From an optimization exercise on the open Yosys and OpenROAD flow, aimed at small area, a short achievable clock period and few clock cycles; shortcuts taken in it are not production practice.
The RTL was checked by simulation tests, not by an equivalence proof against the original design.

==> 10-19 <==
## icf_synth
module icf_synth (
    input  wire        clk,
    input  wire        rst,
    input  wire        cmd_valid,
    output wire        cmd_ready,
    input  wire [1:0]  cmd_op,      
    input  wire [1:0]  cmd_ch,
    input  wire [2:0]  cmd_reg,
    input  wire [31:0] cmd_data,
    output reg         out_valid,
    output reg  [1:0]  out_ch,
    output reg  [15:0] out_val
);
clock: 30.0 ns
lec_check: 0
abc_area: 1
cap_margin: 20
core_margin: 2
core_utilization: 75
slew_margin: 20
synth_memory_max_bits: 16384
standard.sh (not shown) runs the stock make flow with config.mk's settings and CLKGATE_MAP_FILE= SYNTH_SCRIPT=/design/flow/synth_recipe.tcl, a recipe that flattens the netlist after the stock synthesis.
==> flow/flow/run.sh <==
#!/bin/bash
# The standard layout (standard synthesis unchanged), with ORFS's timing repair
# aimed at a slack of 23 ns, that is at paths of at most 7 ns within the 30 ns clock;
# port buffers inserted as buf_1 rather than a delay cell (flow/ports.tcl); and clock
# tree synthesis without dummy loads, with clkbuf_16 buffers and sink clusters of up to
# 24 flip-flops. The clock, the constraints and every other step are the standard ones.
set -euo pipefail
here=$(pwd)
bash standard.sh synth > synth.log 2>&1
bash standard.sh finish SETUP_SLACK_MARGIN=23 POST_GLOBAL_PLACE_TCL=$here/flow/ports.tcl \
  "CTS_ARGS=-sink_clustering_enable -repair_clock_nets -dont_use_dummy_load -buf_list {sky130_fd_sc_hd__clkbuf_16} -sink_clustering_size 24 -sink_clustering_max_diameter 90" \
  > layout.log 2>&1
==> flow/flow/ports.tcl <==
# Sourced after global placement: the port buffers that buffer_ports inserted as
# clkdlybuf4s50_1 (a delay cell) become plain buf_1; timing repair later upsizes the
# ones on paths that need it. Every port keeps its buffer.
foreach inst [[ord::get_db_block] getInsts] {
  set name [$inst getName]
  if {[regexp {^(input|output)[0-9]+$} $name] &&
      [[$inst getMaster] getName] eq "sky130_fd_sc_hd__clkdlybuf4s50_1"} {
    replace_cell $name sky130_fd_sc_hd__buf_1
  }
}
==> 08-02 (differences from 10-19) <==
--- a/flow/design.v
+++ b/flow/design.v
@@ -560,28 +560,27 @@
     reg [32:0] p0, p1, p2, p3;            
     reg [31:0] a0, a1, a2, a3;            
     reg        cq_v;
     reg [1:0]  cq_op;
     reg [1:0]  cq_ch;
     reg [2:0]  cq_reg;
     reg [31:0] cq_d;
-    reg        nrdy;          
-    wire       rdy = !nrdy;
+    reg        rdy;           
     reg        iss;           
     reg [2:0]  stc;           
     reg [2:0]  swc;           
     reg [1:0]  stb;           
     reg [31:0] e;             
     reg        clean;         
     reg        mb;            
     reg [1:0]  mch;
     reg [4:0]  mk;
     reg        mfirst;
-    reg        rdy_o;
-    assign cmd_ready = rdy_o;
+    reg        nrdy_o;
+    assign cmd_ready = !nrdy_o;
     wire sweep   = swc != 3'd0;
     wire is_tick = iss && cq_op == OP_TICK;
     wire is_strt = iss && cq_op == OP_START;
     wire is_wr   = iss && cq_op == OP_WRITE;
     wire [31:0] wd = sweep ? 32'd0 : cq_d;
     wire we_mode = sweep || (is_wr && cq_reg == 3'd0);
     wire we_inc  = sweep || (is_wr && cq_reg == 3'd1);
@@ -601,83 +600,80 @@
     wire [32:0] sum = opa + {1'b0, opb};
     wire        over = sum[32] && (sum[31:0] != 32'd0);
     wire [32:0] pnext = over ? 33'd0 : sum;
     wire [31:0] theta = dir ? (sum[32] ? 32'd0 : sum[31:0]) : a0;
     wire [32:0] p_port = clr ? 33'd0 : we_ph ? {1'b0, cq_d} : (svc && dir) ? pnext : p0;
     wire [31:0] a_port = clr ? 32'd0 : (mstep || (svc && ela)) ? sum[31:0] : a0;
     wire trig = is_wr && !clean &&
-                ((cq_reg == 3'd1 && md2 == 2'd2) ||
-                 (cq_reg == 3'd0 && cq_d[1:0] == 2'd2 && md3 != 2'd2));
+                ((cq_reg == 3'd1 && md3 == 2'd2) ||
+                 (cq_reg == 3'd0 && cq_d[1:0] == 2'd2 && md0 != 2'd2));
     wire [1:0] h_n   = h + 2'd1;
     wire [2:0] stc_n = is_tick ? 3'd1 : (stc == 3'd7 ? 3'd7 : stc + 3'd1);
     wire       swp_n = swc[2] || swc[1];
     wire       mb_n  = trig || (mb && !(mstep && mk == 5'd0));
     wire [1:0] stb_n = is_strt ? 2'd3 : (stb != 2'd0 ? stb - 2'd1 : 2'd0);
     wire       hold_n = swp_n || mb_n || stb_n != 2'd0;
     wire        c_v   = rdy ? cmd_valid : (cq_v && !iss);
     wire [1:0]  c_op  = rdy ? cmd_op  : cq_op;
     wire [1:0]  c_ch  = rdy ? cmd_ch  : cq_ch;
     wire [2:0]  c_reg = rdy ? cmd_reg : cq_reg;
-    wire [1:0] t_ph   = h_n;
-    wire [1:0] t_mode = h_n - 2'd1;
-    wire [1:0] t_inc  = h_n - 2'd2;
-    wire [1:0] t_amp  = h_n - 2'd3;
-    wire [1:0] t_off  = h_n;
-    wire [1:0] t_omx  = h_n - 2'd1;
-    wire       k_ph   = stc_n >= {1'b0, t_ph};
+    wire [1:0] t_mode = h_n;
+    wire [1:0] t_inc  = h_n - 2'd1;
+    wire [1:0] t_amp  = h_n - 2'd2;
+    wire [1:0] t_off  = h_n - 2'd3;
     wire       k_mode = stc_n >= {1'b0, t_mode};
     wire       k_inc  = stc_n >= {1'b0, t_inc};
     wire       k_amp  = stc_n >= {1'b0, t_amp} + 3'd3;
     wire       k_off  = stc_n >= {1'b0, t_off} + 3'd4;
-    wire       k_omx  = stc_n >= {1'b0, t_omx} + 3'd4;
+    wire       k_omx  = stc_n >= {1'b0, t_mode} + 3'd4;
     reg c_ok;
     always @(*) begin
         case (c_op)
             OP_TICK, OP_START: c_ok = h_n == 2'd0 && !hold_n;
             OP_WRITE: begin
                 case (c_reg)
                     3'd0: c_ok = !hold_n && c_ch == t_mode && k_mode;
                     3'd1: c_ok = !hold_n && c_ch == t_inc  && k_inc;
                     3'd2: c_ok = !hold_n && c_ch == t_amp  && k_amp;
                     3'd3: c_ok = !hold_n && c_ch == t_off  && k_off;
-                    3'd4: c_ok = !hold_n && c_ch == t_omx  && k_omx;
-                    3'd5: c_ok = !hold_n && c_ch == t_ph   && k_ph;
+                    3'd4: c_ok = !hold_n && c_ch == t_mode && k_omx;
+                    3'd5: c_ok = !hold_n && c_ch == t_mode && k_mode;
                     default: c_ok = 1'b1;
                 endcase
             end
             default: c_ok = 1'b1;
         endcase
     end
     wire iss_n = c_v && c_ok;
     always @(posedge clk) begin
-        h <= rst ? 2'd1 : h + 2'd1;
-        md0 <= md1; md1 <= md2; md3 <= md0;
-        md2 <= we_mode ? wd[1:0] : md3;
-        in0 <= in1; in2 <= in3; in3 <= in0;
-        in1 <= we_inc ? wd : in2;
-        am1 <= am2; am2 <= am3; am3 <= am0;
-        am0 <= we_amp ? wd[15:0] : am1;
-        of0 <= of1; of1 <= of2; of2 <= of3;
-        of3 <= we_off ? wd[15:0] : of0;
-        ox0 <= ox1; ox1 <= ox2; ox3 <= ox0;
-        ox2 <= we_omx ? (wd[15:0] ^ {4'd0, {12{!sweep}}}) : ox3;
+        h <= rst ? 2'd0 : h + 2'd1;
+        md0 <= md1; md1 <= md2; md2 <= md3;
+        md3 <= we_mode ? wd[1:0] : md0;
+        in0 <= in1; in1 <= in2; in3 <= in0;
+        in2 <= we_inc ? wd : in3;
+        am0 <= am1; am2 <= am3; am3 <= am0;
+        am1 <= we_amp ? wd[15:0] : am2;
+        of1 <= of2; of2 <= of3; of3 <= of0;
+        of0 <= we_off ? wd[15:0] : of1;
+        ox0 <= ox1; ox1 <= ox2; ox2 <= ox3;
+        ox3 <= we_omx ? (wd[15:0] ^ {4'd0, {12{!sweep}}}) : ox0;
         p0 <= p1; p1 <= p2; p2 <= p3;
         p3 <= p_port;
         a0 <= a1; a1 <= a2; a2 <= a3;
         a3 <= a_port;
         if (rdy) begin
             cq_op  <= cmd_op;
             cq_ch  <= cmd_ch;
             cq_reg <= cmd_reg;
             cq_d   <= cmd_data;
         end
         cq_v <= !rst && c_v;
         iss  <= !rst && iss_n;
-        nrdy  <= !(rst || !c_v || iss_n);
-        rdy_o <= rst || !c_v || iss_n;
+        rdy  <= rst || !c_v || iss_n;
+        nrdy_o <= !(rst || !c_v || iss_n);
         stc <= rst ? 3'd7 : stc_n;
         swc <= rst ? 3'd4 : (sweep ? swc - 3'd1 : 3'd0);
         stb <= rst ? 2'd0 : stb_n;
         if (rst || is_strt) begin
             e     <= 32'd0;
             clean <= 1'b1;
         end else if (is_tick) begin
==> flow/flow/run.sh (replaced) <==
#!/bin/bash
# The standard layout (standard synthesis unchanged), with ORFS's timing repair
# aimed at a slack of 23 ns, that is at paths of at most 7 ns within the 30 ns clock.
# The clock, the constraints and every other step are the standard ones.
set -euo pipefail
bash standard.sh synth > synth.log 2>&1
bash standard.sh finish SETUP_SLACK_MARGIN=23 > layout.log 2>&1
- ABC_AREA: 1 -> default
- CORE_UTILIZATION: 75 -> 40
removed: flow/flow/ports.tcl
==> 04-27 (differences from 10-19) <==
--- a/flow/design.v
+++ b/flow/design.v
@@ -560,28 +560,27 @@
     reg [32:0] p0, p1, p2, p3;            
     reg [31:0] a0, a1, a2, a3;            
     reg        cq_v;
     reg [1:0]  cq_op;
     reg [1:0]  cq_ch;
     reg [2:0]  cq_reg;
     reg [31:0] cq_d;
-    reg        nrdy;          
-    wire       rdy = !nrdy;
+    reg        rdy;           
     reg        iss;           
     reg [2:0]  stc;           
     reg [2:0]  swc;           
     reg [1:0]  stb;           
     reg [31:0] e;             
     reg        clean;         
     reg        mb;            
     reg [1:0]  mch;
     reg [4:0]  mk;
     reg        mfirst;
-    reg        rdy_o;
-    assign cmd_ready = rdy_o;
+    reg        nrdy_o;
+    assign cmd_ready = !nrdy_o;
     wire sweep   = swc != 3'd0;
     wire is_tick = iss && cq_op == OP_TICK;
     wire is_strt = iss && cq_op == OP_START;
     wire is_wr   = iss && cq_op == OP_WRITE;
     wire [31:0] wd = sweep ? 32'd0 : cq_d;
     wire we_mode = sweep || (is_wr && cq_reg == 3'd0);
     wire we_inc  = sweep || (is_wr && cq_reg == 3'd1);
@@ -668,16 +667,16 @@
             cq_op  <= cmd_op;
             cq_ch  <= cmd_ch;
             cq_reg <= cmd_reg;
             cq_d   <= cmd_data;
         end
         cq_v <= !rst && c_v;
         iss  <= !rst && iss_n;
-        nrdy  <= !(rst || !c_v || iss_n);
-        rdy_o <= rst || !c_v || iss_n;
+        rdy  <= rst || !c_v || iss_n;
+        nrdy_o <= !(rst || !c_v || iss_n);
         stc <= rst ? 3'd7 : stc_n;
         swc <= rst ? 3'd4 : (sweep ? swc - 3'd1 : 3'd0);
         stb <= rst ? 2'd0 : stb_n;
         if (rst || is_strt) begin
             e     <= 32'd0;
             clean <= 1'b1;
         end else if (is_tick) begin
==> flow/flow/run.sh (replaced) <==
#!/bin/bash
# The standard layout (standard synthesis unchanged), with ORFS's timing repair
# aimed at a slack of 23 ns, that is at paths of at most 7 ns within the 30 ns clock,
# and clock tree synthesis without dummy loads, with clkbuf_8 buffers and sink clusters
# of up to 18 flip-flops. The clock, the constraints and every other step are the
# standard ones.
set -euo pipefail
bash standard.sh synth > synth.log 2>&1
bash standard.sh finish SETUP_SLACK_MARGIN=23 \
  "CTS_ARGS=-sink_clustering_enable -repair_clock_nets -dont_use_dummy_load -buf_list {sky130_fd_sc_hd__clkbuf_8} -sink_clustering_size 18 -sink_clustering_max_diameter 70" \
  > layout.log 2>&1
- ABC_AREA: 1 -> default
- CORE_UTILIZATION: 75 -> 65
- CTS_BUF_LIST: default -> sky130_fd_sc_hd__clkbuf_4 sky130_fd_sc_hd__clkbuf_8
removed: flow/flow/ports.tcl
==> comparison table <==
| quantity | 08-02 | 04-27 | 10-19 |
|---|---|---|---|
| Outcome | timing/DRC/antenna clean | timing/DRC/antenna clean | timing/DRC/antenna clean |
| Worst clock skew | 0.0319 ns | 0.119 ns | 0.0809 ns |
| Share of the synthesized netlist area taken by xor and xnor gates | 3.16% | 3.09% | 2.73% |
| F_max | 0.141 GHz | 0.140 GHz | 0.141 GHz |
| HP Start | p1[15]$_DFF_P_ | am3[15]$_DFF_P_ | in3[15]$_DFF_P_ |
| Total die area | 0.104 mm^2 | 0.0638 mm^2 | 0.0552 mm^2 |
| Setup slack on the worst flop-to-flop path | 23.36 ns | 23.34 ns | 23.25 ns |
| Post-Syn Nets | 4806 | 4794 | 5301 |
| Non-clock buffer share of cell area | 2.37% | 2.49% | 1.68% |
| Latest clock arrival within the worst-skew pair | 0.63 ns | 0.71 ns | 0.63 ns |
| CP Launch Point | nrdy_o$_DFF_P_ | nrdy_o$_DFF_P_ | out_ch[1]$_DFF_P_ |
| Post-synthesis share of cell area spent on and, or, nand and nor gates | 16.6% | 16.5% | 16.4% |
| Clock slew seen by the registers of the worst setup and hold paths | 0.06 ns | 0.10 ns | 0.09 ns |
| Met3 wire len | 7570 um | 8970 um | 18300 um |
| Met2 track utilization from global routing | 34.1% | 50.9% | 71.6% |
| TritonCTS Buffers | 79 | 53 | 41 |
| Floorplan core area | 0.100 mm^2 | 0.0614 mm^2 | 0.0527 mm^2 |
| Buffer count excluding the clock tree in the final layout | 126 | 127 | 109 |
| First-pass GRT wire length | 179000 um | 166000 um | 205000 um |
| Area of placed instances | 0.0423 mm^2 | 0.0414 mm^2 | 0.0408 mm^2 |
Testbench counts of 10-19, summed over its fixed seeds: cycles 13,492.
Testbench counts of 08-02, summed over its fixed seeds: cycles 13,508.
Testbench counts of 04-27, summed over its fixed seeds: cycles 13,492.

[what the ideal ports hide]
How much do the figures lean on ideal ports? The routed layouts below were timed once more, with nothing changed but the port constraints.
Step 1 (the two cells are an assumption about what drives the block):
set clk [get_ports {clk}]
set_driving_cell -lib_cell sky130_fd_sc_hd__clkbuf_16 $clk
set_driving_cell -lib_cell sky130_fd_sc_hd__buf_2 [delete_from_list [all_inputs] $clk]
Step 2 also shifts input and output timing later by t, the mid clock arrival at the registers, as if the neighbouring blocks saw the same clock.
Slacks: ideal / step 1 / step 2; pairs: ideal / step 1.
run	t (ns)	slack for setup (ns)	hold slack, ns	worst setup path after step 2	worst register clock-pin slew, ns
10-19	0.654	22.926 / 22.858 / 22.471	0.267 / 0.267 / 0.267	input to register	0.10 / 0.10
08-02	0.684	22.896 / 22.830 / 22.340	0.311 / 0.311 / 0.311	input to register	0.07 / 0.07
04-27	0.715	22.840 / 22.776 / 22.161	0.273 / 0.273 / 0.273	input to register	0.11 / 0.11
After both steps every run listed still meets setup and hold. The setup slack of 04-27, which loses most, moves by -0.064 ns with the drivers and by -0.679 ns with both steps.
